From an optimization exercise on the open Yosys and OpenROAD flow, aimed at small area; shortcuts taken in it are not production practice.
Function was checked by simulation only, so behaviour that the tests miss may differ from the original.
Power and IR drop assume default switching activity.

==> design/flow/design.v <==
module ref8_core (
    input  wire        clk,
    input  wire        rst,           
    input  wire        cmd_valid,
    input  wire        cmd_op,        
    output wire        cmd_ready,
    output wire        mem_req,
    output wire        mem_we,
    output wire [15:0] mem_addr,
    output wire [7:0]  mem_wdata,
    input  wire        mem_ready,
    input  wire [7:0]  mem_rdata,
    output wire [1:0]  phase,
    output wire        halted,
    output wire [1:0]  halt_cause,
    output wire [63:0] cycle_count,
    output wire [15:0] pc,
    output wire [15:0] sp,
    output wire [7:0]  flags,
    output wire [7:0]  r0,
    output wire [7:0]  r1,
    output wire [7:0]  r2,
    output wire [7:0]  r3
);
    localparam S_IDLE = 4'd0;
    localparam S_CLR  = 4'd1;     
    localparam S_PCT  = 4'd2;     
    localparam S_RD   = 4'd3;     
    localparam S_WR   = 4'd4;     
    localparam S_TAB  = 4'd5;     
    localparam S_WRS  = 4'd6;     
    localparam S_SPD  = 4'd7;     
    localparam S_SPI  = 4'd8;     
    localparam S_XPC  = 4'd9;     
    localparam S_FIN  = 4'd10;    
    reg [5:0]  t;
    reg [63:0] cc;
    reg [31:0] rl;
    reg [31:0] ps;
    reg [7:0]  bq;
    reg [15:0] ta;
    reg [7:0]  w;
    reg [7:0]  ir;
    reg        fc, fz, fv, fn;
    reg [1:0]  ph;
    reg        ill;
    reg [3:0]  st;
    reg [1:0]  n;
    reg        go, ex, cap;
    reg        cy, c2, ccy;
    wire [4:0] f  = t[4:0];
    wire [2:0] k8 = t[2:0];
    assign cmd_ready   = (st == S_IDLE) && (t == 6'd0);
    assign mem_req     = (st == S_RD) || (st == S_WR);
    assign mem_we      = (st == S_WR);
    assign mem_addr    = ta;
    assign mem_wdata   = w;
    assign phase       = ph;
    assign halted      = ph[1] & ph[0];
    assign halt_cause  = {halted & ill, halted & ~ill};
    assign cycle_count = cc;
    assign pc          = ps[15:0];
    assign sp          = ps[31:16];
    assign flags       = {4'b0000, fn, fv, fz, fc};
    assign r3          = rl[7:0];
    assign r0          = rl[15:8];
    assign r1          = rl[23:16];
    assign r2          = rl[31:24];
    wire illegal = (ir[7:3] == 5'b00010 && ir[2:0] >= 3'd2) || (ir[7:2] == 6'b010111);
    reg [1:0] ilen;
    always @(*) begin
        if (ir <= 8'h06)                       ilen = 2'd1;
        else if (ir <= 8'h0F)                  ilen = 2'd2;
        else if (ir <= 8'h11)                  ilen = 2'd3;
        else if (ir <= 8'h17)                  ilen = 2'd1;
        else if (ir <= 8'h1F)                  ilen = 2'd3;
        else if (ir <= 8'h3F)                  ilen = 2'd2;
        else if (ir <= 8'h4F)                  ilen = 2'd1;
        else if (ir <= 8'h53)                  ilen = 2'd2;
        else if (ir <= 8'h5B)                  ilen = 2'd3;
        else                                   ilen = 2'd1;
    end
    wire is_halt  = (ir == 8'h01);
    wire is_ret   = (ir == 8'h02);
    wire is_clsc  = (ir == 8'h03) || (ir == 8'h04);
    wire is_pushf = (ir == 8'h05);
    wire is_popf  = (ir == 8'h06);
    wire is_bra   = (ir == 8'h07);
    wire is_bcc   = (ir[7:3] == 5'b00001);
    wire is_jmp   = (ir == 8'h10);
    wire is_call  = (ir == 8'h11);
    wire is_ldx   = (ir[7:2] == 6'b000110);
    wire is_stx   = (ir[7:2] == 6'b000111);
    wire is_alui  = (ir[7:5] == 3'b001);
    wire is_mov   = (ir[7:4] == 4'b0100);
    wire is_ldi   = (ir[7:2] == 6'b010100);
    wire is_ld    = (ir[7:2] == 6'b010101);
    wire is_st    = (ir[7:2] == 6'b010110);
    wire is_unary = (ir[7:5] == 3'b011) && (ir[4:3] != 2'b11);
    wire is_push  = (ir[7:2] == 6'b011110);
    wire is_pop   = (ir[7:2] == 6'b011111);
    wire is_alur  = ir[7];
    wire is_br    = is_bra || is_bcc;
    wire is_alu   = is_alur || is_alui;
    wire use_tap  = is_alur || is_mov;
    wire use_b    = is_alui || is_ldi;
    wire use_w    = is_ld || is_ldx || is_pop;
    wire is_exe   = is_alu || is_unary || is_mov || is_ldi || use_w;
    wire is_store = is_st || is_stx;
    wire is_jr    = is_jmp || is_ret;
    wire [1:0] rd = use_tap ? ir[3:2] : ir[1:0];
    wire [1:0] rs = ir[1:0];
    wire rd_win = (f[4:3] == rd + 2'd1);
    wire rs_win = (f[4:3] == rs + 2'd1);
    reg cond;
    always @(*) begin
        case (ir[2:1])
            2'd0: cond = fz;
            2'd1: cond = fc;
            2'd2: cond = fn;
            default: cond = fv;
        endcase
    end
    wire taken = is_bra || (is_bcc && (cond ^ ir[0]));
    wire is_long = (st == S_CLR) || (st == S_FIN);
    wire fend    = (f == 5'd31) && (!is_long || t[5]);
    wire fdone   = (n != 2'd0) && (illegal || (n == ilen));
    reg [3:0] nxt;
    always @(*) begin
        case (st)
            S_PCT: begin
                if (!fdone)                         nxt = S_RD;
                else if (illegal)                   nxt = S_FIN;
                else if (is_call)                   nxt = S_XPC;
                else if (is_ret || is_pop || is_popf) nxt = S_SPI;
                else if (is_push || is_pushf)       nxt = S_SPD;
                else if (is_ld || is_ldx || is_store) nxt = S_TAB;
                else                                nxt = S_FIN;
            end
            S_TAB:   nxt = is_store ? S_WRS : S_RD;
            S_WRS:   nxt = S_WR;
            S_SPD:   nxt = S_WR;
            S_SPI:   nxt = S_RD;
            S_XPC:   nxt = S_SPD;
            S_RD:    nxt = !ex ? S_PCT : (is_ret && n == 2'd3) ? S_SPI : S_FIN;
            S_WR:    nxt = (is_call && n == 2'd1) ? S_SPD : S_FIN;
            default: nxt = S_IDLE;
        endcase
    end
    wire nxt_long = (nxt == S_FIN);
    wire a_pct = go && (st == S_PCT);
    wire a_tab = go && (st == S_TAB);
    wire a_wrs = go && (st == S_WRS);
    wire a_spd = go && (st == S_SPD);
    wire a_spi = go && (st == S_SPI);
    wire a_xpc = go && (st == S_XPC);
    wire a_fin = go && (st == S_FIN) && !t[5];
    wire a_clr = go && (st == S_CLR);
    wire fin_jr  = a_fin && is_jr;
    wire fin_br  = a_fin && is_br;
    wire sel_bw  = a_tab || a_xpc || fin_jr;
    wire on_pc  = !f[4] && (a_pct || a_xpc || fin_jr || fin_br);
    wire on_sp  =  f[4] && (a_spd || a_spi);
    wire on_t   = (!f[4] && (a_pct || a_tab)) || on_sp;
    wire x      = sel_bw ? (f[3] ? w[0] : bq[0]) : ps[0];
    wire y      = (st == S_SPD) ||
                  (a_tab && !f[3] && (is_ldx || is_stx) && rl[0]) ||
                  (fin_br && taken && (f[3] ? cy : bq[0]));
    wire cin    = (st == S_PCT) ? (n != 2'd0 && !illegal) : (st == S_SPI);
    wire c2e    = (f[3:0] == 4'd0) ? cin : c2;
    wire sum    = x ^ y ^ c2e;
    wire c2n    = (x & y) | (x & c2e) | (y & c2e);
    wire a_exe  = a_fin && is_exe && rd_win;
    wire [1:0] sd = rs - ir[3:2];
    wire tap    = (sd == 2'd0) ? rl[0] : (sd == 2'd1) ? rl[8] : (sd == 2'd2) ? rl[16] : rl[24];
    wire a      = rl[0];
    wire b      = use_tap ? tap : use_b ? bq[0] : w[0];
    wire [2:0] aop = ir[7] ? ir[6:4] : ir[4:2];
    wire [2:0] uop = ir[4:2];
    wire u_inc  = is_unary && (uop == 3'd0);
    wire u_dec  = is_unary && (uop == 3'd1);
    wire u_shl  = is_unary && (uop == 3'd2 || uop == 3'd4);
    wire u_shr  = is_unary && (uop == 3'd3 || uop == 3'd5);
    wire u_rot  = uop[2];
    wire arith  = (is_alu && (!aop[2] || aop == 3'd7)) || u_inc || u_dec;
    wire sub    = (is_alu && (aop == 3'd2 || aop == 3'd3 || aop == 3'd7)) || u_dec;
    wire bb     = (is_alu & b) ^ sub;
    wire cin0   = is_alu ? (aop == 3'd0 ? 1'b0 : aop == 3'd1 ? fc : aop == 3'd3 ? ~fc : 1'b1) : u_inc;
    wire cye    = (k8 == 3'd0) ? cin0 : cy;
    wire asum   = a ^ bb ^ cye;
    wire acout  = (a & bb) | (a & cye) | (bb & cye);
    reg res;
    always @(*) begin
        if (arith)                 res = asum;
        else if (u_shl)            res = (k8 == 3'd0) ? (u_rot & fc) : cy;
        else if (u_shr)            res = (k8 == 3'd7) ? (u_rot & fc) : rl[1];
        else if (!is_alu)          res = b;
        else if (aop == 3'd4)      res = a & b;
        else if (aop == 3'd5)      res = a | b;
        else                       res = a ^ b;
    end
    wire wr_rd  = !(is_alu && aop == 3'd7);
    wire fl_wr  = is_alu || is_unary;
    always @(posedge clk) begin
        t <= t + 6'd1;
        cc <= {a_clr ? 1'b0 : (cc[0] ^ ((t == 6'd0) ? (go && st == S_FIN) : ccy)), cc[63:1]};
        ccy <= ((t == 6'd0) ? (go && st == S_FIN) : ccy) & cc[0];
        rl <= {a_clr ? 1'b0 : (a_exe && wr_rd) ? res : rl[0], rl[31:1]};
        ps <= {a_clr ? 1'b0 : ((on_pc || on_sp) && !a_tab) ? sum : ps[0], ps[31:1]};
        if ((a_xpc || fin_jr) && !f[4] && !f[3])
            bq <= {ps[0], bq[7:1]};
        else if ((a_pct && n == 2'd2 && f[4:3] == 2'd2) || (a_spi && n == 2'd3 && f[4:3] == 2'd0))
            bq <= {w[0], bq[7:1]};
        else
            bq <= {bq[0], bq[7:1]};
        if (on_t)
            ta <= {a_spi ? x : sum, ta[15:1]};
        c2 <= c2n;
        if (cap) begin
            if (!ex && n == 2'd1) ir <= mem_rdata;
            else                  w  <= mem_rdata;
        end else if ((a_tab || a_xpc || fin_jr) && !f[4] && f[3])
            w <= {ps[0], w[7:1]};
        else if ((a_pct && n == 2'd2 && f[4:3] == 2'd2) || (a_spi && n == 2'd3 && f[4:3] == 2'd0)
                 || (a_fin && use_w && rd_win))
            w <= {w[0], w[7:1]};
        else if ((a_spd && is_push && rs_win) || (a_wrs && rs_win))
            w <= {rl[0], w[7:1]};
        else if (a_spd && is_pushf && f[4:3] == 2'd0)
            w <= {(k8 == 3'd0) ? fc : (k8 == 3'd1) ? fz : (k8 == 3'd2) ? fv : (k8 == 3'd3) ? fn : 1'b0, w[7:1]};
        else if (a_spd && is_call && n == 2'd1 && f[4:3] == 2'd0)
            w <= {bq[0], w[7:1]};
        if (a_exe) begin
            if (arith)      cy <= acout;
            else if (u_shl) cy <= a;
            else if (u_shr) cy <= (k8 == 3'd0) ? a : cy;
        end else if (k8 == 3'd7)
            cy <= bq[0];
        if (a_clr) begin
            {fn, fv, fz, fc} <= 4'd0;
        end else if (a_exe && fl_wr) begin
            fn <= res;
            fz <= ((k8 == 3'd0) | fz) & ~res;
            fv <= arith & (cye ^ acout);
            if (k8 == 3'd7) begin
                if (is_alu && arith) fc <= acout ^ sub;
                else if (u_shl)      fc <= a;
                else if (u_shr)      fc <= cy;
            end
        end else if (a_fin && is_popf) begin
            {fn, fv, fz, fc} <= w[3:0];
        end else if (a_fin && is_clsc) begin
            fc <= ir[2];
        end
        cap <= (st == S_RD) && mem_ready;
        if (rst) begin
            t   <= 6'd0;
            st  <= S_CLR;
            go  <= 1'b0;
            ph  <= 2'd0;
            cap <= 1'b0;
        end else begin
            case (st)
                S_IDLE: begin
                    if (cmd_valid && t == 6'd0) begin
                        n  <= 2'd0;
                        ex <= 1'b0;
                        go <= 1'b0;
                        if (cmd_op) begin
                            st <= S_CLR;
                            ph <= 2'd1;
                        end else if (ph == 2'd1 || ph == 2'd2) begin
                            st <= S_PCT;
                        end
                    end
                end
                S_RD: if (mem_ready) begin
                    st <= nxt;
                    go <= 1'b0;
                end
                S_WR: if (mem_ready) begin
                    st <= nxt;
                    go <= 1'b0;
                end
                default: begin
                    if (fend) begin
                        if (go) begin
                            st <= nxt;
                            go <= (nxt != S_IDLE) && (!nxt_long || t[5]);
                            if (st == S_PCT || st == S_SPD || st == S_SPI) n <= n + 2'd1;
                            if (st == S_PCT && fdone) ex <= 1'b1;
                            if (st == S_FIN) begin
                                ph  <= (illegal || is_halt) ? 2'd3 : 2'd2;
                                ill <= illegal;
                            end
                        end else begin
                            go <= 1'b1;
                        end
                    end
                end
            endcase
        end
    end
endmodule
==> design/flow/run.sh <==
#!/bin/bash
# synth_recipe.tcl (not shown) runs the flow's synth.tcl, then flattens the netlist and writes it again
# the make line also repeats each setting of config.mk as NAME=value (left out here)
make -C /OpenROAD-flow-scripts/flow DESIGN_CONFIG=/design/flow/config.mk WORK_HOME=/design/flow/orfs CLKGATE_MAP_FILE= SYNTH_SCRIPT=/design/flow/synth_recipe.tcl finish
==> design/flow/config.mk <==
export PLATFORM = sky130hd
export DESIGN_NAME = ref8_core
export DESIGN_NICKNAME = ref8_core
export VERILOG_FILES = /design/flow/design.v
export SDC_FILE = /design/flow/constraint.sdc
export NUM_CORES = 4
export LEC_CHECK = 0
export CAP_MARGIN = 20
export CORE_MARGIN = 2
export CORE_UTILIZATION = 40
export PLACE_DENSITY = 0.6
export SLEW_MARGIN = 20
==> design/flow/constraint.sdc <==
create_clock -name core_clock -period 8.0 [get_ports {clk}]
set_input_delay 1.6000 -clock core_clock [delete_from_list [all_inputs] [get_ports {clk}]]
set_output_delay 1.6000 -clock core_clock [all_outputs]
set_load 0.01 [all_outputs]
==> results of run 1 <==
[cell usage in the layout, fill, tap and decap left out, types with 4 or more instances in the layout]
| cell | n |
|---|---|
| clkdlybuf4s50_1 | 176 |
| dfxtp_1 | 156 |
| nor2_1 | 49 |
| nand2_1 | 43 |
| a21oi_1 | 40 |
| edfxtp_1 | 37 |
| o21ai_0 | 27 |
| ha_1 | 20 |
| nor3_1 | 19 |
| inv_1 | 19 |
| nor2b_1 | 19 |
| clkbuf_16 | 17 |
| mux2i_1 | 15 |
| nand3_1 | 14 |
| mux2_2 | 12 |
| nand2b_1 | 11 |
| xnor2_1 | 9 |
| and3_1 | 8 |
| a211oi_1 | 6 |
| nand4_1 | 6 |
| a31oi_1 | 6 |
| inv_12 | 6 |
| o31ai_1 | 5 |
| o21a_1 | 5 |
| nor3b_1 | 5 |
| o211ai_1 | 4 |
| xor2_1 | 4 |
| and2_1 | 4 |
| o21ai_1 | 4 |
| conb_1 | 4 |
| clkinv_8 | 4 |
[power groups by stage]
stage / logic, mW / clock network [mW] / registers (mW)
global route: 0.0318 / 0.969 / 0.989
finish: 0.0290 / 0.909 / 0.989
global placement: 0.0274 / 0 / 1.01
CTS: 0.0289 / 0.929 / 0.989
detailed placement: 0.0287 / 0 / 1.01
floorplan: 0.0168 / 0 / 1.01
[per-layer routing]
metal  up-vias  global-route usage  part of all wire
li1       2647                   -                 -
met1      2667               0.242              0.43
met2       228               0.318              0.46
met3        30              0.0849             0.092
met4         0              0.0622             0.017
met5         -                   0                 0
[per-stage QoR]
step / hold WS [ns] / area, um^2 / util / power (mW)
3_5_place_dp: 0.313 / 9130 / 0.510 / 1.04
3_3_place_gp: 0.310 / 9130 / 0.510 / 1.04
6_report: 0.327 / 9780 / 0.546 / 1.93
5_1_grt: 0.341 / 9780 / 0.546 / 1.99
2_1_floorplan: 0.310 / 7270 / - / 1.03
4_1_cts: 0.331 / 9780 / 0.546 / 1.95
[synth_stat cells, drive strengths merged, types with 5 or more instances]
| master | count |
|---|---|
| nor3 | 20 |
| mux2 | 12 |
| o21ai | 31 |
| dfxtp | 156 |
| buf | 28 |
| nor3b | 7 |
| clkbuf | 10 |
| nand3 | 14 |
| o21a | 5 |
| nand2 | 43 |
| nor2b | 19 |
| a21oi | 41 |
| ha | 20 |
| nand4 | 6 |
| xnor2 | 9 |
| inv | 22 |
| and3 | 9 |
| a31oi | 6 |
| a211oi | 7 |
| edfxtp | 37 |
| o31ai | 5 |
| mux2i | 15 |
| nand2b | 11 |
| nor2 | 49 |
[registers in the layout, indices dropped and copies added (netlist names), 4 cells and up]
register and flops:
bq 8, cc 64, ir 8, ps 32, rl 32, st 4
t 6, ta 16, w 8
[path summary, 6_finish.rpt]
kind | startpoint | slack [ns] | to
worst max-delay path | t[0]$_SDFF_PP0_ | 3.79 | cmd_ready
worst min-delay path | bq[2]$_DFF_P_ | 0.33 | bq[1]$_DFF_P_
worst max register to register | ir[4]$_DFFE_PP_ | 4.29 | fn$_SDFFE_PP0P_
worst min register to register | bq[2]$_DFF_P_ | 0.33 | bq[1]$_DFF_P_
[logic make-up (layout without fill, tap and decap cells)]
kind of cell / after synthesis / after routing / synth area share
adder cells (fa/ha/maj): 22 / 22 / 0.0400
other: 1 / 4 / 0.000517
AO/OA/AOI/OAI: 138 / 138 / 0.126
multiplexers: 29 / 29 / 0.0455
flip-flops: 193 / 193 / 0.584
AND/OR/NAND/NOR: 200 / 200 / 0.146
buffers and inverters: 60 / 232 / 0.0395
XOR/XNOR: 14 / 14 / 0.0188
[worst reg2reg max path, stage by stage (launching register included)]
cell	delay, ns
edfxtp_1	0.91
nand2b_1	0.21
o32a_1	0.45
mux2i_1	0.16
o21ai_0	0.28
o21ai_0	0.17
xnor2_1	0.27
fa_1	0.46
o22a_1	0.21
o21ai_1	0.16
nor2b_1	0.08
nor4_1	0.24
[cell type report]
cell class,instances,share of cell area
Sequential cell,193,0.433
Timing Repair Buffer,178,0.182
Clock inverter,15,0.0237
Clock buffer,17,0.0435
Multi-Input combinational cell,407,0.281
Tap cell,229,0.0293
Inverter,22,0.00844
==> run_results.csv, run 1 <==
group,metric,value,unit
finish,multi_input_area,2750,um^2
timing,max_freq,0.237,GHz
power_and_ir_drop,p_clk_frac,0.472,
timing,period_share,0.527,
flow_run,cap_viol_max_count,0,
floorplan,io_pins,181,
worst_setup_path,cp_top_family,"simple AND/OR/NAND/NOR gates",
route,antenna_left,0,
synth,synth.area.top_cells,"dfxtp_1 (43%), edfxtp_1 (15%), ha_1 (3.4%)",
synth,ys.flop_type,"dfxtp_1",
timing,drv_slew,0,
synth,netlist_area,7250,um^2
grt,grt_max_degree,33,
worst_setup_path,worstPathCellList,"inv_1 -> ha_1 -> nor2b_1 -> and3_1 -> and2_1 -> clkdlybuf4s50_1",
worst_setup_path,path_buf_inv,2,
synth,synth_top_area_frac,0.430,
clock_network,cts_resized,0,
worst_setup_path,cp_max_fo,6,
worst_setup_path,crit_type,"flip-flop to output port",
min_path,hp-class,"flip-flop to flip-flop",
status,outcome,"finished clean",
finish,area.growth.synth_to_final,34.8,%
worst_setup_path,reg2reg_depth,11,
power_and_ir_drop,p_comb_frac,0.015,
timing,tightest_slew,1.01,ns
synth,synth_cells,657,
synth,ys_seq_area_frac,0.584,
timing,max_slew_margin,0.322,
power_and_ir_drop,internal_power,1.45,mW
synth,synthesis.yosys.warnings,1,
finish,diodes,0,
worst_setup_path,crit_cells,6,
synth,synth_edf_count,37,
clock_network,htree_levels,4,
clock_network,cts_buffer_depth,2,
placement,post-place-ws,4.22,ns
clock_network,cts.hold.buffers_added,0,
route,wl_per_cell,17.9,um
placement,placed_cells,1029,
route,drc,0,
power_and_ir_drop,powerDensity,197,nW/um^2
grt,first_global_vias,5698,
synth,synth_largest_area_cell,"dfxtp_1",
min_path,hold_path_depth,0,
power_and_ir_drop,netSwitchingFraction,0.248,
placement,detailed_place_hpwl,13.8,mm
route,via_count,5572,
route,first_iter_violations,407,
clock_network,ctsRootBufferMaster,"clkbuf_16",
route,viasPerCell,5.25,
worst_setup_path,startpoint_type,"flip-flop",
route,firstDrtPassIters,6,
worst_setup_path,worstPathArrival,2.61,ns
power_and_ir_drop,seq_power_share,0.513,
grt,antenna_found_initial,0,
grt,grt_util_all_layers,0.198,
floorplan,die_area,19200,um^2
timing,rsz0062_at_grt,"false",
synth,avgSynthCellArea,11.0,um^2
worst_setup_path,worstPathRequired,6.40,ns
power_and_ir_drop,p_switching,0.478,mW
timing,final.min_clock_period,4.21,ns
timing,finalHoldViolations,0,
grt,gr-total-overflow,0,
grt,grt_pass1_wl,30.3,mm
floorplan,dieHeight,139,um
clock_network,clk_pin_slew,0.08,ns
clock_network,cts_setup_buffers,0,
worst_setup_path,cp_slowest_stage_delay,0.54,ns
placement,port_buffers,176,
timing,skew,0.0137,ns
worst_setup_path,critPathSlowestCell,"clkdlybuf4s50_1",
synth,yosys_register_bits,193,
clock_network,cts.sinks,193,
clock_network,cts_tree,"done",
clock_network,clkLatencyLatePin,0.44,ns
finish,drive_above_1_share,0.0817,
finish,seqCellArea,4230,um^2
power_and_ir_drop,vdd_drop_max,0.144,mV
worst_setup_path,cp-end-kind,"output port",
synth,async_flop_share,0,
finish,layout.nets,854,
timing,tns,0,ns
placement,routabilityCongestion,0.884,
timing,setup_violations,0,
floorplan,dieWidth,139,um
route,wirelength,19.0,mm
finish,fillers,1554,
timing,worst_slack,3.79,ns
power_and_ir_drop,p_leak,3.67,nW
finish,final_cells,1061,
floorplan,initial_core_util,0.405,
clock_network,numCtsBuffers,17,
floorplan,core,17900,um^2
floorplan,placementRows,49,
synth,synth_cell_types,81,
==> run 2: changes to the inputs <==
--- a/design/flow/design.v
+++ b/design/flow/design.v
@@ -66,20 +66,10 @@
     assign r0          = rl[15:8];
     assign r1          = rl[23:16];
     assign r2          = rl[31:24];
-    wire illegal = (ir[7:3] == 5'b00010 && ir[2:0] >= 3'd2) || (ir[7:2] == 6'b010111);
-    reg [1:0] ilen;
-    always @(*) begin
-        if (ir <= 8'h06)                       ilen = 2'd1;
-        else if (ir <= 8'h0F)                  ilen = 2'd2;
-        else if (ir <= 8'h11)                  ilen = 2'd3;
-        else if (ir <= 8'h17)                  ilen = 2'd1;
-        else if (ir <= 8'h1F)                  ilen = 2'd3;
-        else if (ir <= 8'h3F)                  ilen = 2'd2;
-        else if (ir <= 8'h4F)                  ilen = 2'd1;
-        else if (ir <= 8'h53)                  ilen = 2'd2;
-        else if (ir <= 8'h5B)                  ilen = 2'd3;
-        else                                   ilen = 2'd1;
-    end
+    wire illegal = (ir[7:3] == 5'b00010 && (ir[2] || ir[1])) || (ir[7:2] == 6'b010111);
+    wire len2 = (ir[7:3] == 5'b00001) || (ir == 8'h07) || (ir[7:5] == 3'b001) || (ir[7:2] == 6'b010100);
+    wire len3 = (ir[7:1] == 7'b0001000) || (ir[7:3] == 5'b00011) || (ir[7:2] == 6'b010101) || (ir[7:2] == 6'b010110);
+    wire len1 = !len2 && !len3;
     wire is_halt  = (ir == 8'h01);
     wire is_ret   = (ir == 8'h02);
     wire is_clsc  = (ir == 8'h03) || (ir == 8'h04);
@@ -110,8 +100,8 @@
     wire is_jr    = is_jmp || is_ret;
     wire [1:0] rd = use_tap ? ir[3:2] : ir[1:0];
     wire [1:0] rs = ir[1:0];
-    wire rd_win = (f[4:3] == rd + 2'd1);
-    wire rs_win = (f[4:3] == rs + 2'd1);
+    wire rd_win = (f[4:3] == {rd[1] ^ rd[0], ~rd[0]});
+    wire rs_win = (f[4:3] == {rs[1] ^ rs[0], ~rs[0]});
     reg cond;
     always @(*) begin
         case (ir[2:1])
@@ -124,7 +114,7 @@
     wire taken = is_bra || (is_bcc && (cond ^ ir[0]));
     wire is_long = (st == S_CLR) || (st == S_FIN);
     wire fend    = (f == 5'd31) && (!is_long || t[5]);
-    wire fdone   = (n != 2'd0) && (illegal || (n == ilen));
+    wire fdone   = illegal ? (n != 2'd0) : (n == 2'd1) ? len1 : (n == 2'd2) ? len2 : (n == 2'd3) && len3;
     reg [3:0] nxt;
     always @(*) begin
         case (st)
@@ -171,7 +161,7 @@
     wire sum    = x ^ y ^ c2e;
     wire c2n    = (x & y) | (x & c2e) | (y & c2e);
     wire a_exe  = a_fin && is_exe && rd_win;
-    wire [1:0] sd = rs - ir[3:2];
+    wire [1:0] sd = {rs[1] ^ ir[3] ^ (~rs[0] & ir[2]), rs[0] ^ ir[2]};
     wire tap    = (sd == 2'd0) ? rl[0] : (sd == 2'd1) ? rl[8] : (sd == 2'd2) ? rl[16] : rl[24];
     wire a      = rl[0];
     wire b      = use_tap ? tap : use_b ? bq[0] : w[0];
==> design/flow/flow/run.sh (new file) <==
#!/bin/bash
# Own layout flow: the standard flow, with the port buffers made of the
# smallest buffer cell and a clock tree built from small clock buffers
# without dummy loads.  Each tool's output goes to a log file of its own.
set -euo pipefail
export BUFFER_PORTS_ARGS="-buffer_cell sky130_fd_sc_hd__buf_1"
export CTS_ARGS="-sink_clustering_enable -repair_clock_nets -dont_use_dummy_load -buf_list sky130_fd_sc_hd__clkbuf_8"
bash standard.sh > flow_make.log 2>&1
==> design/flow/standard.sh (new file) <==
#!/bin/bash
# synth_recipe.tcl (not shown) runs the flow's synth.tcl, then flattens the netlist and writes it again
# the make line also repeats each setting of config.mk as NAME=value (left out here)
make -C /OpenROAD-flow-scripts/flow DESIGN_CONFIG=/design/flow/config.mk WORK_HOME=/design/flow/orfs CLKGATE_MAP_FILE= SYNTH_SCRIPT=/design/flow/synth_recipe.tcl "${@:-finish}"
--- a/design/flow/config.mk
+++ b/design/flow/config.mk
@@ -5,6 +5,7 @@
 export SDC_FILE = /design/flow/constraint.sdc
 export NUM_CORES = 4
 export LEC_CHECK = 0
+export ABC_AREA = 1
 export CAP_MARGIN = 20
 export CORE_MARGIN = 2
 export CORE_UTILIZATION = 40
removed: design/flow/run.sh
==> run 2 against run 1 <==
Compared with the run above:
- global-route usage fell by 1.8 points
- first-iteration DRC count fell by 25%
- clock skew rose by 0.038 ns
- hold slack barely moved
- largest cell class unchanged
==> run_results.csv, run 2 <==
group,metric,value,unit
finish,layout_commonest_cell,"buf_1",
clock_network,clkLatencyLatePin,0.47,ns
timing,period_share,0.446,
worst_setup_path,startpoint_type,"flip-flop",
synth,synth.top_cells.by_count,"dfxtp_1 (156), nand2_1 (130), nor2_1 (66), inv_1 (65), edfxtp_1 (37)",
synth,synth.most_common_cell,"dfxtp_1",
worst_setup_path,crit_type,"flip-flop to output port",
synth,ys.flop_type,"dfxtp_1",
synth,ys_seq_area_frac,0.606,
worst_setup_path,worstPathArrival,1.97,ns
finish,area.growth.synth_to_final,15.5,%
clock_network,cts_tree,"done",
power_and_ir_drop,p_switching,0.388,mW
grt,grt_util_all_layers,0.180,
floorplan,dieWidth,136,um
power_and_ir_drop,seq_power_share,0.643,
placement,placed_cells,1100,
synth,netlist_area,6980,um^2
route,viasPerCell,4.83,
placement,port_buffers,176,
clock_network,htree_levels,4,
floorplan,core,17200,um^2
floorplan,io_pins,181,
route,firstDrtPassIters,7,
timing,tightest_slew,0.926,ns
grt,grt_max_degree,25,
power_and_ir_drop,p_comb_frac,0.075,
placement,routabilityCongestion,1.02,
worst_setup_path,critPathSlowestCell,"dfxtp_1",
power_and_ir_drop,p_clk_frac,0.282,
clock_network,ctsRootBufferMaster,"clkbuf_8",
power_and_ir_drop,netSwitchingFraction,0.235,
power_and_ir_drop,internal_power,1.26,mW
route,wl_per_cell,14.7,um
grt,grt_use_met2,0.280,
finish,layout_common_cells,"buf_1 (176), dfxtp_1 (156), nand2_1 (130)",
synth,synth_cells,712,
floorplan,die_area,18500,um^2
finish,largest_reg_flops,64,
clock_network,numCtsBuffers,17,
synth,yosys_register_bits,193,
finish,largest_registers,"cc x64, ps x32, rl x32",
power_and_ir_drop,powerDensity,204,nW/um^2
worst_setup_path,cp_max_fo,6,
min_path,hp-class,"flip-flop to flip-flop",
timing,max_slew_margin,0.380,
clock_network,cts_setup_buffers,0,
grt,grt_use_met3,0.0656,
finish,layout.nets,929,
route,drc,0,
synth,synth_cell_types,55,
worst_setup_path,worstPathCellList,"inv_1 -> ha_1 -> nand2_1 -> inv_2 -> nand2_1 -> nor3_1 -> inv_1 -> nor2_1 -> buf_1",
timing,drv_slew,0,
finish,regMostFlops,"cc",
synth,async_flop_share,0,
finish,final_cells,1117,
placement,detailed_place_hpwl,12.7,mm
clock_network,cts.sinks,193,
timing,skew,0.0515,ns
clock_network,cts_buffer_depth,2,
timing,final.min_clock_period,3.57,ns
clock_network,cts_resized,0,
grt,grt_busiest_layer,"met2",
worst_setup_path,worstPathRequired,6.40,ns
timing,max_freq,0.280,GHz
finish,diodes,0,
floorplan,dieHeight,136,um
grt,met1_usage,0.233,
grt,first_global_vias,5088,
synth,synth_top_area_frac,0.447,
grt,antenna_found_initial,0,
clock_network,cts.hold.buffers_added,0,
synth,synth_edf_count,37,
finish,fillers,1726,
timing,rsz0062_at_grt,"false",
grt,grt_pass1_wl,25.8,mm
worst_setup_path,cp-end-kind,"output port",
route,antenna_left,0,
flow_run,cap_viol_max_count,0,
timing,tns,0,ns
synth,synth.area.top_cells,"dfxtp_1 (45%), edfxtp_1 (16%), nand2_1 (7.0%)",
route,first_iter_violations,307,
worst_setup_path,cp_slowest_stage_delay,0.35,ns
power_and_ir_drop,vdd_drop_max,0.125,mV
timing,setup_violations,0,
synth,avgSynthCellArea,9.81,um^2
floorplan,placementRows,48,
grt,gr-total-overflow,0,
synth,synth_largest_area_cell,"dfxtp_1",
clock_network,clk_pin_slew,0.09,ns
power_and_ir_drop,p_leak,3.22,nW
timing,finalHoldViolations,0,
synth,synthesis.yosys.warnings,1,
route,via_count,5390,
route,wirelength,16.4,mm
floorplan,initial_core_util,0.407,
finish,drive_above_1_share,0.0874,
status,outcome,"finished clean",
## run 2: final cells by class
class / instances / area, um^2 / area share
inverters: 91 / 352 / 0.0436
well taps: 225 / 282 / 0.0349
flip-flops and latches: 193 / 4230 / 0.525
repair buffers: 176 / 661 / 0.0819
multi-input cells: 415 / 2300 / 0.286
clock buffers: 17 / 234 / 0.0290
## run 2: path summary, 6_finish.rpt
path	start	end	slack (ns)	depth (start not counted)
worst max register to register	ir[4]$_DFFE_PP_	ta[15]$_DFFE_PP_	5.00	12
worst min-delay path	bq[3]$_DFF_P_	bq[2]$_DFF_P_	0.33	0
worst min register to register	bq[3]$_DFF_P_	bq[2]$_DFF_P_	0.33	0
worst max-delay path	t[0]$_SDFF_PP0_	cmd_ready	4.43	9
## run 2: through the flow
step / setup slack [ns] / power, mW / cell area (um^2) / hold slack (ns) / util
final: 4.43 / 1.65 / 8070 / 0.326 / 0.470
after floorplan: 5.19 / 1.15 / 7000 / 0.310 / -
after global routing: 4.17 / 1.73 / 8070 / 0.331 / 0.470
after CTS: 4.37 / 1.67 / 8070 / 0.328 / 0.470
after global placement: 4.97 / 1.20 / 7830 / 0.312 / 0.456
after detailed placement: 4.90 / 1.20 / 7830 / 0.313 / 0.456
## run 2: cell families after synthesis
group	Yosys count	synth area share
and+or+nand+nor	278	0.181
adders and majority gates	22	0.0416
buffers and inverters	107	0.0670
other	1	0.000537
DFF	193	0.606
AOI/OAI and AO/OA	102	0.0899
xor gates and xnor gates	6	0.00860
muxes	3	0.00466
## run 2: power by group through the flow
stage	Combinational, mW	Clock, mW	Sequential, mW
floorplan	0.0588	0	1.09
global placement	0.122	0	1.08
detailed placement	0.123	0	1.08
CTS	0.124	0.489	1.06
global route	0.139	0.524	1.07
finish	0.123	0.464	1.06
## run 2: layer usage
layer	wire length, um	vias up
met1	7370	2470
met4	273	0
met3	1620	23
met2	7160	235
li1	-	2662
met5	0	-
## run 2: critical path, delay by kind of cell (launching register included)
family,cells,cell delay (ns)
buf+inv,4,0.52
flops,1,0.35
fa+ha+maj,1,0.15
simple gates,4,0.51
==> run 3: changes to the inputs <==
==> design/flow/flow/run.sh (replaced) <==
#!/bin/bash
# Own layout flow: the standard flow, with the port buffers made of the
# smallest buffer cell and a clock tree built from small clock buffers
# without dummy loads.  Each tool's output goes to a log file of its own.
set -euo pipefail
export BUFFER_PORTS_ARGS="-buffer_cell sky130_fd_sc_hd__buf_1"
export CTS_ARGS="-sink_clustering_enable -repair_clock_nets -dont_use_dummy_load -buf_list sky130_fd_sc_hd__clkbuf_16 -sink_clustering_size 30 -sink_clustering_max_diameter 80"
bash standard.sh > flow_make.log 2>&1
--- a/design/flow/config.mk
+++ b/design/flow/config.mk
@@ -8,6 +8,6 @@
 export ABC_AREA = 1
 export CAP_MARGIN = 20
 export CORE_MARGIN = 2
-export CORE_UTILIZATION = 40
-export PLACE_DENSITY = 0.6
+export CORE_UTILIZATION = 60
+export PLACE_DENSITY = 0.75
 export SLEW_MARGIN = 20
==> run 3 against run 2 <==
Compared with the run above:
- still clean on timing, DRC and antenna
- sequential power barely moved
- maximum frequency increased by 0.62%
- first-iteration DRC count increased by 63%
- clock-buffer cell count unchanged
- area after synthesis stayed put
- synthesized cell count unchanged
- clock skew fell by 0.015 ns
- combinational power barely moved
- via count grew 5.0%
- critical path type unchanged
- largest power group unchanged
==> run_results.csv, run 3 <==
group,metric,value,unit
status,outcome,"finished clean",
grt,gr-total-overflow,0,
synth,netlist_area,6980,um^2
clock_network,ctsRootBufferMaster,"clkbuf_16",
timing,tightest_slew,0.982,ns
placement,detailed_place_hpwl,13.1,mm
worst_setup_path,startpoint_type,"flip-flop",
route,viasPerCell,5.46,
worst_setup_path,cp_slowest_stage_delay,0.33,ns
clock_network,numCtsBuffers,17,
worst_setup_path,path_buf_inv,4,
placement,dpl_cell_area,7730,um^2
timing,max_freq,0.282,GHz
floorplan,placementRows,39,
grt,grt_max_degree,18,
synth,synth.area.top_cells,"dfxtp_1 (45%), edfxtp_1 (16%), nand2_1 (7.0%)",
floorplan,initial_core_util,0.614,
floorplan,io_pins,181,
worst_setup_path,critPathSlowestCell,"dfxtp_1",
clock_network,cts_resized,0,
placement,placed_cells,1019,
synth,synthesis.yosys.warnings,1,
timing,worst_slack,4.45,ns
worst_setup_path,cp-end-kind,"output port",
power_and_ir_drop,vdd_drop_max,0.271,mV
finish,final_cells,1036,
power_and_ir_drop,p_leak,3.32,nW
synth,yosys_register_bits,193,
timing,period_share,0.443,
worst_setup_path,worstPathRequired,6.40,ns
route,firstDrtPassIters,8,
synth,synth_largest_area_cell,"dfxtp_1",
synth,ys.flop_type,"dfxtp_1",
clock_network,cts.sinks,193,
finish,final_util,0.718,
placement,post-place-ws,4.90,ns
synth,async_flop_share,0,
finish,layout_commonest_cell,"buf_1",
synth,synth.top_cells.by_count,"dfxtp_1 (156), nand2_1 (130), nor2_1 (66), inv_1 (65), edfxtp_1 (37)",
worst_setup_path,crit_type,"flip-flop to output port",
flow_run,cap_viol_max_count,0,
clock_network,clkLatencyLatePin,0.43,ns
route,antenna_left,0,
worst_setup_path,worstPathCellList,"inv_1 -> ha_1 -> nand2_1 -> inv_2 -> nand2_1 -> nor3_1 -> inv_1 -> nor2_1 -> buf_1",
finish,regMostFlops,"cc",
synth,synth.most_common_cell,"dfxtp_1",
grt,grt_pass1_wl,28.4,mm
clock_network,cts_tree,"done",
route,via_count,5658,
synth,ys_seq_area_frac,0.606,
power_and_ir_drop,powerDensity,229,nW/um^2
finish,layout_common_cells,"buf_1 (176), dfxtp_1 (156), nand2_1 (130)",
placement,routabilityCongestion,0.989,
synth,synth_top_area_frac,0.447,
placement,port_buffers,176,
timing,max_slew_margin,0.344,
clock_network,cts_setup_buffers,0,
grt,first_global_vias,5598,
timing,worst_hold_slack,0.321,ns
timing,rsz0062_at_grt,"false",
finish,diodes,0,
floorplan,dieHeight,112,um
clock_network,clk_pin_slew,0.06,ns
synth,synth_cell_types,55,
finish,layout.nets,930,
finish,area.growth.synth_to_final,16.8,%
worst_setup_path,cp_top_family,"buffers and inverters",
min_path,hp-class,"flip-flop to flip-flop",
grt,antenna_found_initial,1,
finish,largest_reg_flops,64,
power_and_ir_drop,finalPower,1.87,mW
synth,synth_cells,712,
clock_network,cts.hold.buffers_added,0,
synth,synth_edf_count,37,
worst_setup_path,worstPathArrival,1.95,ns
grt,grt_util_all_layers,0.291,
finish,largest_registers,"cc x64, ps x32, rl x32",
clock_network,htree_levels,4,
timing,final.min_clock_period,3.55,ns
route,wirelength,17.9,mm
synth,avgSynthCellArea,9.81,um^2
route,first_iter_violations,500,
timing,skew,0.0361,ns
floorplan,die_area,12500,um^2
worst_setup_path,cp_max_fo,6,
route,wl_per_cell,17.3,um
timing,drv_slew,0,
floorplan,dieWidth,112,um
clock_network,cts_buffer_depth,2,
timing,setup_violations,0,
floorplan,core,11400,um^2
timing,tns,0,ns
timing,finalHoldViolations,0,
route,drc,0,
finish,drive_above_1_share,0.0873,
finish,final_area,8160,um^2
==> run 3: cell counts after synthesis <==
No cell type changed its count.
==> run 3: cell type report <==
| class | count | area, um^2 |
|---|---|---|
| fill | 855 | 3210 |
| multi-input combinational | 415 | 2300 |
| clock buffer | 17 | 425 |
| tap | 143 | 179 |
| timing repair buffer | 177 | 668 |
| sequential | 193 | 4230 |
| inverter | 91 | 352 |
==> run 3: path summary, 6_finish.rpt <==
kind / to / slack [ns] / startpoint / depth (start not counted)
worst max register to register: fc$_SDFFE_PP0P_ / 4.99 / ir[2]$_DFFE_PP_ / 17
worst min register to register: bq[6]$_DFF_P_ / 0.32 / bq[7]$_DFF_P_ / 0
worst min-delay path: bq[6]$_DFF_P_ / 0.32 / bq[7]$_DFF_P_ / 0
worst max-delay path: cmd_ready / 4.45 / t[1]$_SDFF_PP0_ / 9
==> run 3: where the power goes <==
part | switching (mW) | leakage, nW | total, mW | internal, mW
registers | 0.0298 | 1.59 | 1.06 | 1.03
clock network | 0.309 | 0.209 | 0.679 | 0.370
logic | 0.0882 | 1.51 | 0.126 | 0.0379
==> run 3: per-layer routing <==
metal  up-vias  routed length (um)  GRT usage
met3        42                1590     0.0915
met2       273                8820      0.491
met4         2                 481      0.118
met1      2673                6990      0.348
met5         -                  13          0
li1       2668                   -          -
==> run 3: logic make-up (layout without fill, tap and decap cells) <==
logic type,count (synthesis),in the layout,synth area share
simple gates,278,278,0.181
flops,193,193,0.606
buf+inv,107,285,0.0670
compound gates,102,102,0.0899
fa+ha+maj,22,22,0.0416
xor+xnor,6,6,0.00860
mux,3,3,0.00466
other cells,1,4,0.000537
==> run 4: changes to the inputs <==
==> design/flow/flow/run.sh (replaced) <==
#!/bin/bash
# Own layout flow: the standard flow, with the port buffers made of the
# smallest buffer cell and a clock tree built from small clock buffers
# without dummy loads.  Each tool's output goes to a log file of its own.
set -euo pipefail
export BUFFER_PORTS_ARGS="-buffer_cell sky130_fd_sc_hd__buf_1"
export CTS_ARGS="-sink_clustering_enable -repair_clock_nets -dont_use_dummy_load -buf_list {sky130_fd_sc_hd__clkbuf_4 sky130_fd_sc_hd__clkbuf_8} -sink_clustering_size 10 -sink_clustering_max_diameter 60"
bash standard.sh > flow_make.log 2>&1
==> run 4 against run 3 <==
Compared with the run above:
- die area unchanged
- maximum frequency decreased by 0.15%
- critical endpoint unchanged
- critical path depth did not move
- power down 12%
- critical path type unchanged
- still clean on timing, DRC and antenna
- setup slack worse by 0.0053 ns
- cell area decreased by 2.3%
- first-iteration DRC count is 22% lower
- clock-buffer cell count is the same
==> run_results.csv, run 4 <==
group,metric,value,unit
synth,synthesis.yosys.warnings,1,
floorplan,die_area,12500,um^2
power_and_ir_drop,p_leak,3.23,nW
clock_network,cts.sinks,193,
timing,worst_hold_slack,0.328,ns
clock_network,cts_setup_buffers,0,
placement,routabilityCongestion,0.989,
synth,synth_xor_area_frac,0.00860,
placement,detailed_place_hpwl,13.1,mm
clock_network,htree_levels,4,
synth,ys_seq_area_frac,0.606,
placement,post-place-ws,4.90,ns
synth,synth-simple-area-share,0.181,
timing,skew,0.0389,ns
finish,final_util,0.701,
worst_setup_path,worstPathArrival,1.95,ns
route,dr_wl_met2,7.95,mm
min_path,hp-class,"flip-flop to flip-flop",
synth,synth_cells,712,
timing,tns,0,ns
route,first_iter_violations,391,
route,viasPerCell,5.36,
floorplan,dieHeight,112,um
floorplan,placementRows,39,
timing,tightest_slew,0.980,ns
synth,yosys_register_bits,193,
grt,grt_max_degree,18,
synth,synth.area.top_cells,"dfxtp_1 (45%), edfxtp_1 (16%), nand2_1 (7.0%)",
floorplan,core,11400,um^2
finish,layout.nets,930,
route,wirelength,16.9,mm
clock_network,clk_pin_slew,0.08,ns
finish,final_cells,1036,
finish,layout_commonest_cell,"buf_1",
power_and_ir_drop,vdd_drop_max,0.210,mV
route,top_layer,"met4",
synth,synth_largest_area_cell,"dfxtp_1",
route,antenna_left,0,
route,wl_per_cell,16.4,um
worst_setup_path,worstPathRequired,6.40,ns
status,outcome,"finished clean",
synth,synth_edf_count,37,
worst_setup_path,cp_max_fo,6,
route,drc,0,
timing,rsz0062_at_grt,"false",
placement,port_buffers,176,
clock_network,clkLatencyLatePin,0.46,ns
timing,finalHoldViolations,0,
flow_run,cap_viol_max_count,0,
synth,synth_top_area_frac,0.447,
timing,worst_slack,4.45,ns
synth,synth_top_family_by_area,"simple AND/OR/NAND/NOR gates",
finish,regMostFlops,"cc",
route,firstDrtPassIters,6,
synth,synth_compound_area_frac,0.0899,
synth,async_flop_share,0,
floorplan,initial_core_util,0.614,
synth,ys.flop_type,"dfxtp_1",
timing,final.min_clock_period,3.55,ns
grt,gr-total-overflow,0,
finish,diodes,0,
clock_network,numCtsBuffers,17,
timing,setup_violations,0,
synth,synth.top_cells.by_count,"dfxtp_1 (156), nand2_1 (130), nor2_1 (66), inv_1 (65), edfxtp_1 (37)",
route,wl_met3,1.62,mm
finish,drive_above_1_share,0.0873,
worst_setup_path,critPathSlowestCell,"dfxtp_1",
finish,area.growth.synth_to_final,14.1,%
timing,max_freq,0.281,GHz
timing,max_slew_margin,0.344,
clock_network,cts_buffer_depth,2,
placement,placed_cells,1019,
finish,largest_reg_flops,64,
clock_network,cts_resized,0,
timing,period_share,0.444,
synth,netlist_area,6980,um^2
grt,first_global_vias,5408,
synth,synth_adder_area_share,0.0416,
finish,layout_common_cells,"buf_1 (176), dfxtp_1 (156), nand2_1 (130)",
finish,largest_registers,"cc x64, ps x32, rl x32",
floorplan,dieWidth,112,um
floorplan,io_pins,181,
synth,avgSynthCellArea,9.81,um^2
synth,muxShareOfSynthArea,0.00466,
clock_network,ctsRootBufferMaster,"clkbuf_8",
timing,drv_slew,0,
clock_network,cts.hold.buffers_added,0,
route,via_count,5552,
worst_setup_path,crit_type,"flip-flop to output port",
synth,synth.most_common_cell,"dfxtp_1",
grt,grt_pass1_wl,26.8,mm
route,m1WireLength,7.01,mm
grt,antenna_found_initial,0,
clock_network,cts_tree,"done",
synth,synth_cell_types,55,
worst_setup_path,cp-end-kind,"output port",
finish,fillers,906,
power_and_ir_drop,powerDensity,207,nW/um^2
worst_setup_path,worstPathCellList,"inv_1 -> ha_1 -> nand2_1 -> inv_2 -> nand2_1 -> nor3_1 -> inv_1 -> nor2_1 -> buf_1",
worst_setup_path,startpoint_type,"flip-flop",
worst_setup_path,cp_slowest_stage_delay,0.34,ns
grt,grt_util_all_layers,0.274,
[run 4: per-stage QoR]
step	total power [mW]	instance area (um^2)
after floorplan	1.15	7000
after global placement	1.21	7730
after detailed placement	1.21	7730
after CTS	1.66	7970
after global routing	1.71	7970
final	1.65	7970
[run 4: layer usage]
metal	vias to the layer above	GRT usage
met5	-	0
met4	0	0.109
met3	35	0.0936
met2	246	0.444
met1	2608	0.339
li1	2663	-
[run 4: worst paths after layout]
check / start / to / slack [ns] / cells past startpoint
worst max register to register: ir[2]$_DFFE_PP_ / fc$_SDFFE_PP0P_ / 4.99 / 17
worst min register to register: bq[7]$_DFF_P_ / bq[6]$_DFF_P_ / 0.33 / 0
worst min-delay path: bq[7]$_DFF_P_ / bq[6]$_DFF_P_ / 0.33 / 0
worst max-delay path: t[1]$_SDFF_PP0_ / cmd_ready / 4.45 / 9
[run 4: cell families (layout without fill, tap and decap cells)]
group,Yosys count,in the layout
and+or+nand+nor,278,278
other,1,4
adders and majority gates,22,22
muxes,3,3
buffers and inverters,107,285
AOI/OAI and AO/OA,102,102
DFF,193,193
xor gates and xnor gates,6,6
[run 4: final cells by class]
class | instances | area, um^2 | area share
sequential | 193 | 4230 | 0.531
multi-input combinational | 415 | 2300 | 0.289
timing repair buffer | 177 | 668 | 0.0839
inverter | 91 | 352 | 0.0441
clock buffer | 17 | 234 | 0.0294
tap | 143 | 179 | 0.0225
[run 4: worst max-delay path, delay by kind of cell (launching register included)]
family        cells  cell delay (ns)
buf+inv           4             0.53
simple gates      4             0.53
flops             1             0.34
fa+ha+maj         1             0.15
[run 4: report_power, final]
part           internal [mW]  switching [mW]  total, mW
combinational         0.0378          0.0874      0.125
clock                  0.188           0.277      0.466
sequential              1.03          0.0286       1.06

==> static timing again, ports no longer ideal <==
How much do the figures lean on ideal ports? The routed layouts below were timed once more, with nothing changed but the port constraints.
Step 1: set_driving_cell puts a clkbuf_16 on clk and a buf_2 on each other input, an assumption about the parent block.
Step 2 also shifts input and output timing later by t, the mid clock arrival at the registers, as if the neighbouring blocks saw the same clock.
Slacks: ideal ports / drivers / drivers and shift; pairs: ideal ports / drivers.
run	shift t [ns]	setup slack, ns	hold slack, ns	worst setup path at the end	cell pins on the clock port's net
run 1	0.476	3.785 / 3.741 / 4.216	0.327 / 0.327 / 0.327	register to output	1
run 2	0.479	4.430 / 4.394 / 4.873	0.326 / 0.326 / 0.326	register to output	1
run 3	0.454	4.452 / 4.411 / 4.865	0.321 / 0.321 / 0.321	register to output	1
run 4	0.476	4.447 / 4.408 / 4.883	0.328 / 0.328 / 0.328	register to output	1
After both steps every run listed still meets setup and hold.
